This design comes from an exercise in tuning for small area, a short achievable clock period and few clock cycles on the open sky130 flow, not from production work. Only simulation tests tie the RTL to the original design; equivalence was not proved. Power and IR drop assume default switching activity.

--- flow/config.mk ---
export PLATFORM = sky130hd
export DESIGN_NAME = lhb_tx
export DESIGN_NICKNAME = lhb_tx
export VERILOG_FILES = /design/flow/design.v
export SDC_FILE = /design/flow/constraint.sdc
export NUM_CORES = 4
export LEC_CHECK = 0
export ABC_CLOCK_PERIOD_IN_PS = 3000
export CAP_MARGIN = 20
export CORE_MARGIN = 2
export CORE_UTILIZATION = 40
export PLACE_DENSITY = 0.6
export SETUP_SLACK_MARGIN = 5
export SLEW_MARGIN = 20
--- flow/constraint.sdc ---
create_clock -name core_clock -period 10.0 [get_ports {clk}]
set_input_delay 2.0000 -clock core_clock [delete_from_list [all_inputs] [get_ports {clk}]]
set_output_delay 2.0000 -clock core_clock [all_outputs]
set_load 0.01 [all_outputs]
--- flow/design.v ---
module lhb_tx #(
    parameter TX_MSG_CAP = 128           
) (
    input  wire        clk,
    input  wire        rst,              
    input  wire        t_valid,
    input  wire [7:0]  t_data,
    input  wire        t_last,
    input  wire        t_empty,          
    output wire        t_ready,
    output wire        tx_valid,
    output wire [7:0]  tx_data,
    input  wire        tx_ready,
    output wire        e_valid,
    output wire [7:0]  e_arg,            
    output wire [15:0] e_len,            
    input  wire        e_ready
);
    localparam N     = TX_MSG_CAP + 5;
    localparam ROOM  = N - 6;            
    localparam AW    = 8;
    function [AW-1:0] inc;
        input [AW-1:0] a;
        inc = (a == N - 1) ? {AW{1'b0}} : a + 1'b1;
    endfunction
    reg [7:0]     ring [0:N-1];
    reg           t_rdy;
    reg           i_v;
    reg [7:0]     i_d;
    reg           i_last;
    reg           i_empty;
    reg           i_zero;
    assign t_ready = t_rdy;
    wire   t_take  = t_valid && t_rdy;
    reg [15:0]    mcnt;                  
    reg [7:0]     first;                 
    reg [7:0]     code;                  
    reg [AW-1:0]  wr;                    
    reg [AW-1:0]  p;                     
    reg [AW-1:0]  base;                  
    reg [AW-1:0]  cw;                    
    reg           fin1, fin2;            
    reg           err_v;
    reg           lt_cap;                
    reg           room;                  
    assign e_valid = err_v;
    assign e_arg   = first;
    assign e_len   = mcnt;
    localparam [1:0] O_SOF = 2'd0, O_BODY = 2'd1, O_EOF = 2'd2;
    reg           o_v;
    reg [1:0]     o_st;
    reg [7:0]     o_d;
    reg [7:0]     o_cnt;                 
    reg [AW-1:0]  rd;                    
    assign tx_valid = o_v;
    assign tx_data  = o_d;
    wire   tx_take  = o_v && tx_ready;
    wire   o_ready  = (rd != cw);        
    wire [7:0] rbyte = ring[rd];
    wire       b_zero  = i_zero;
    wire       b_data  = i_v && !i_empty;
    wire       b_store = b_data && lt_cap;
    wire       b_over  = b_data && i_last && !lt_cap;
    wire       b_fin   = i_v && i_last && !b_over;
    reg            we;
    reg [AW-1:0]   wa;
    reg [7:0]      wd;
    always @(*) begin
        we = 1'b0;
        wa = wr;
        wd = i_d;
        if (fin2) begin
            we = 1'b1; wa = base; wd = mcnt[7:0];
        end else if (fin1) begin
            we = 1'b1; wa = p;    wd = code;
        end else if (b_store) begin
            we = 1'b1;
            if (b_zero) begin
                wa = p; wd = code;
            end
        end
    end
    always @(posedge clk)
        if (we)
            ring[wa] <= wd;
    wire [AW:0] used_raw = {1'b0, wr} - {1'b0, rd};
    wire [AW:0] used     = used_raw[AW] ? used_raw + N : used_raw;
    wire        room_nx  = (used <= ROOM - 2) || (rd == base && !b_fin && !fin1 && !fin2);
    wire        err_next = b_over || (err_v && !e_ready);
    always @(posedge clk) begin
        if (rst) begin
            t_rdy   <= 1'b1;
            room    <= 1'b1;
            i_v     <= 1'b0;
            mcnt    <= 16'd0;
            lt_cap  <= 1'b1;
            code    <= 8'd1;
            base    <= 0;
            p       <= 1;
            wr      <= 2;
            cw      <= 0;
            fin1    <= 1'b0;
            fin2    <= 1'b0;
            err_v   <= 1'b0;
        end else begin
            t_rdy   <= room && !err_next && !b_fin && !(t_take && t_last);
            i_v     <= t_take;
            i_d     <= t_data;
            i_last  <= t_last;
            i_empty <= t_empty;
            i_zero  <= (t_data == 8'h00);
            room    <= room_nx;
            fin1 <= b_fin;
            fin2 <= fin1;
            if (b_data) begin
                mcnt <= (mcnt == 16'hFFFF) ? mcnt : mcnt + 16'd1;
                if (mcnt == TX_MSG_CAP - 1)
                    lt_cap <= 1'b0;
                if (mcnt == 16'd0)
                    first <= i_d;
            end
            if (b_store) begin
                wr <= inc(wr);
                if (b_zero) begin
                    p    <= wr;
                    code <= 8'd1;
                end else begin
                    code <= code + 8'd1;
                end
            end
            if (b_over) begin
                err_v <= 1'b1;
                wr    <= inc(inc(base));
                p     <= inc(base);
                code  <= 8'd1;
            end
            if (err_v && e_ready) begin
                err_v <= 1'b0;
                mcnt  <= 16'd0;
                lt_cap <= 1'b1;
            end
            if (fin2) begin
                cw    <= wr;
                base  <= wr;
                p     <= inc(wr);
                wr    <= inc(inc(wr));
                code  <= 8'd1;
                mcnt  <= 16'd0;
                lt_cap <= 1'b1;
            end
        end
    end
    always @(posedge clk) begin
        if (rst) begin
            o_v   <= 1'b0;
            o_st  <= O_SOF;
            rd    <= 0;
        end else if (!o_v || (tx_ready && o_st == O_EOF)) begin
            if (o_ready) begin
                o_v   <= 1'b1;
                o_st  <= O_SOF;
                o_d   <= 8'h00;
                o_cnt <= rbyte;
                rd    <= inc(rd);
            end else begin
                o_v   <= 1'b0;
            end
        end else if (tx_ready) begin
            if (o_st == O_SOF) begin
                o_st <= O_BODY;
                o_d  <= rbyte;
                rd   <= inc(rd);
            end else if (o_cnt == 8'd0) begin
                o_st <= O_EOF;
                o_d  <= 8'h00;
            end else begin
                o_d   <= rbyte;
                o_cnt <= o_cnt - 8'd1;
                rd    <= inc(rd);
            end
        end
    end
endmodule
--- flow/run.sh ---
#!/bin/bash
# synth_recipe.tcl (not shown) runs the flow's synth.tcl, then flattens the netlist and writes it again
# the make line also repeats each setting of config.mk as NAME=value (left out here)
make -C /OpenROAD-flow-scripts/flow DESIGN_CONFIG=/design/flow/config.mk WORK_HOME=/design/flow/orfs CLKGATE_MAP_FILE= SYNTH_SCRIPT=/design/flow/synth_recipe.tcl finish
==> run summary <==
[sequential cells by signal, indices dropped and copies added (netlist names), named ones only]
register / count
base: 8
code: 8
err_v: 1
fin1: 1
fin2: 1
first: 8
i_d: 8
i_empty: 1
i_last: 1
i_v: 1
i_zero: 1
lt_cap: 1
mcnt: 16
o_cnt: 8
o_d: 8
o_st: 2
o_v: 1
p: 8
rd: 8
ring: 1064
room: 1
t_rdy: 1
wr: 8
[where the power goes]
part | switching, W | internal [W]
clock network | 0.00185 | 0.00268
logic | 0.00113 | 0.000993
registers | 0.000122 | 0.00552
total | 0.00311 | 0.00919
[critical path, delay by kind of cell, from the launching register on]
kind	cells	cell delay [ns]
buffers and inverters	2	1.33
multiplexers	2	0.90
AO/OA/AOI/OAI	4	0.81
flip-flops	1	0.72
AND/OR/NAND/NOR	1	0.34
[cell families after synthesis]
family                     Yosys count  synth area share, %
adders and majority gates           25                0.676
AOI/OAI and AO/OA                  284                 4.37
xor gates and xnor gates            64                 1.18
and+or+nand+nor                    489                 4.69
DFF                               1173                 72.8
muxes                              330                 14.2
buffers and inverters              168                 2.04
[per-layer routing]
| layer | global-route usage [%] | routed length [µm] |
|---|---|---|
| met1 | 26.6 | 48200 |
| met2 | 29.7 | 54700 |
| met3 | 2.80 | 7730 |
| met4 | 5.31 | 2560 |
| met5 | 0 | 0 |
[synth_stat cells, types with 21 or more instances]
library cell  number  share of area (%)
clkbuf_1          63               0.50
nand3_1           36               0.38
o21ai_0           54               0.57
xnor2_1           34               0.63
mux4_2           261                 12
xor2_1            30               0.55
ha_1              24               0.63
edfxtp_1        1099                 70
nand2_1           93               0.74
mux2i_1           49                1.0
a22oi_1           25               0.40
dfxtp_1           74                3.1
nor3_1            26               0.27
o22ai_1           21               0.28
a21oi_1           34               0.36
a221oi_1          39               0.72
buf_2             30               0.32
inv_1             31               0.25
a22o_1            40               0.74
nor2_1           230                1.8
[worst paths after layout]
path                startpoint            endpoint  cells after the start
max                   register  o_cnt[4]$_DFFE_PP_                      9
min          p[2]$_SDFFE_PP0P_   p[2]$_SDFFE_PP0P_                      2
max reg2reg           register  o_cnt[4]$_DFFE_PP_                      9
min reg2reg  p[2]$_SDFFE_PP0P_   p[2]$_SDFFE_PP0P_                      2
[area by class of cell]
type / instances / area share [%]
Antenna cell: 2 / 0.00937
Inverter: 33 / 0.232
Sequential cell: 1173 / 64.6
Multi-Input combinational cell: 1192 / 22.5
Tap cell: 1536 / 3.60
Clock inverter: 72 / 1.32
Timing Repair Buffer: 81 / 1.47
Clock buffer: 152 / 6.24
[per-stage QoR]
stage / util [%] / cells / area [µm²] / setup WS (ns) / hold WS [ns]
5_1_grt: 45.3 / 4239 / 53400 / 5.02 / 0.492
6_report: 45.3 / 4241 / 53400 / 5.44 / 0.466
2_1_floorplan: - / 2533 / 47400 / 6.11 / 0.426
3_3_place_gp: 41.9 / 4015 / 49300 / 5.34 / 0.461
3_5_place_dp: 41.9 / 4015 / 49300 / 5.28 / 0.459
4_1_cts: 45.3 / 4239 / 53400 / 5.30 / 0.467
==> summary.txt <==
Critical path
  – Critical path arrival: 5.00 ns
  – Register-to-Register Setup Slack: 5.44 ns
  – Critical path, cell by cell: buf_12 > buf_4 > mux4_2 > a22o_1 > a221oi_1 > o22ai_1 > nor3_1 > a22oi_1 > mux2_2
  – Slowest stage cell, crit path: dfxtp_4
  – Critical path startpoint category: register
  – Crit-path max FO: 107
  – Worst Path Required: 10.44 ns
  – Critical path's largest stage delay: 0.72 ns
  – Crit. End Element: register
  – Critical Setup Path Class: register to register

Finish
  – Layout area overhead: 12.7%
  – Most frequent cells in the layout: 1099 x edfxtp_1, 261 x mux4_2, 229 x nor2_1
  – # nets final: 2639
  – Layout cells sized above 1: 19.5%
  – Filler cells: 9734
  – Commonest non-fill, non-tap cell in the layout: edfxtp_1
  – Register area: 34500 µm²
  – Multi-input logic area: 12000 µm²

Die
  – Height of the chip: 348 µm
  – Initial Util: 40.2%
  – I/O pins: 50
  – Die W: 348 µm
  – Core area: 118000 µm²
  – Rows: 126
  – Die area: 121000 µm²

GRT
  – Largest net degree at the start of global routing: 115
  – Total gr overflow: 0
  – Antenna violations before repair: 4
  – Total track usage: 18.6%
  – First-pass GRT wire length: 167000 µm
  – Vias in the first global route: 24701

CTS
  – Post-CTS resize count: 0
  – Clock-pin slew on the worst setup and hold paths: 0.06 ns
  – Total clock buffers created by CTS: 118
  – Maximum buffer depth of the clock tree: 3
  – Postcts setup bufs: 0
  – # clock sinks: 1173
  – H-tree Lvls: 3
  – CTS tree: done
  – Clock root cell: clkbuf_16
  – Cts hold-fix bufs: 0
  – Worst skew pair latency: 0.69 ns

STA
  – RSZ-0062 raised after global routing: no
  – Minimum clock period: 4.56 ns
  – Rel. slew slack: 26.9%
  – Skew final: 0.0175 ns
  – Worst-Margin Slew: 1.09 ns
  – Period Utilization, post-route: 45.6%
  – Setup TNS: 0 ns
  – Final hold vios: 0
  – Final setup viols: 0
  – Max-slew violation count: 0
  – Max Clk Rate: 219 MHz

Power
  – VDD IR max: 0.219 mV
  – Overall Power: 0.0123 W
  – Power Density: 230 nW/µm²
  – P_leak: 16.4 nW

Yosys
  – Post-Syn Area per Cell: 18.7 µm²
  – Sequential-to-total area share from yosys stat: 72.8%
  – Post-synth top flop: edfxtp_1
  – Synth Instances: 2533
  – Synth async-reset ratio: 0%
  – Number of flops mapped to enable cells by yosys: 1099
  – Syn nets: 2573
  – Yosys cell types: 77
  – #FFs+latches synth: 1173
  – Ys Warns: 1
  – Post-synthesis instance area: 47400 µm²

Flow run
  – Max_cap viols: 0

Status
  – Status: complete, no violations

Placed design
  – I/O Buffers: 49
  – Gpl congestion: 0.868
  – Hpwl dp: 67900 µm

Route
  – Detail Route Antenna Nets: 0
  – Via count: 24424
  – DR vias/cell: 5.76
  – DRT iter0 DRCs: 2632
  – WL per Instance: 26.7 µm
  – Final wirelength: 113000 µm
  – DRC: 0
  – TritonRoute pass-1 iters: 5

Hold path
  – Hold Path Class: register to register
Testbench counts, summed over its fixed seeds: cycles 17,909.

## static timing again, ports no longer ideal
The flow's constraints put no driver on any port. The routed layout listed below was extracted and timed again, unchanged, in two steps. Step 1: set_driving_cell puts a clkbuf_16 on clk and a buf_2 on each other input, an assumption about the parent block. Step 2 also shifts input and output timing later by t, the mid clock arrival at the registers, as if the neighbouring blocks saw the same clock. Slacks: ideal / step 1 / step 2; pairs: ideal / step 1.
t, ns: 0.754
setup WS [ns]: 5.435 / 5.435 / 5.435
worst setup path after step 2: register to register
latest minus earliest clock arrival (ns): 0.020 / 0.019
After both steps this run still meets setup and hold. The setup slack of this run moves by 0.000 ns with the drivers and by 0.000 ns with both steps.
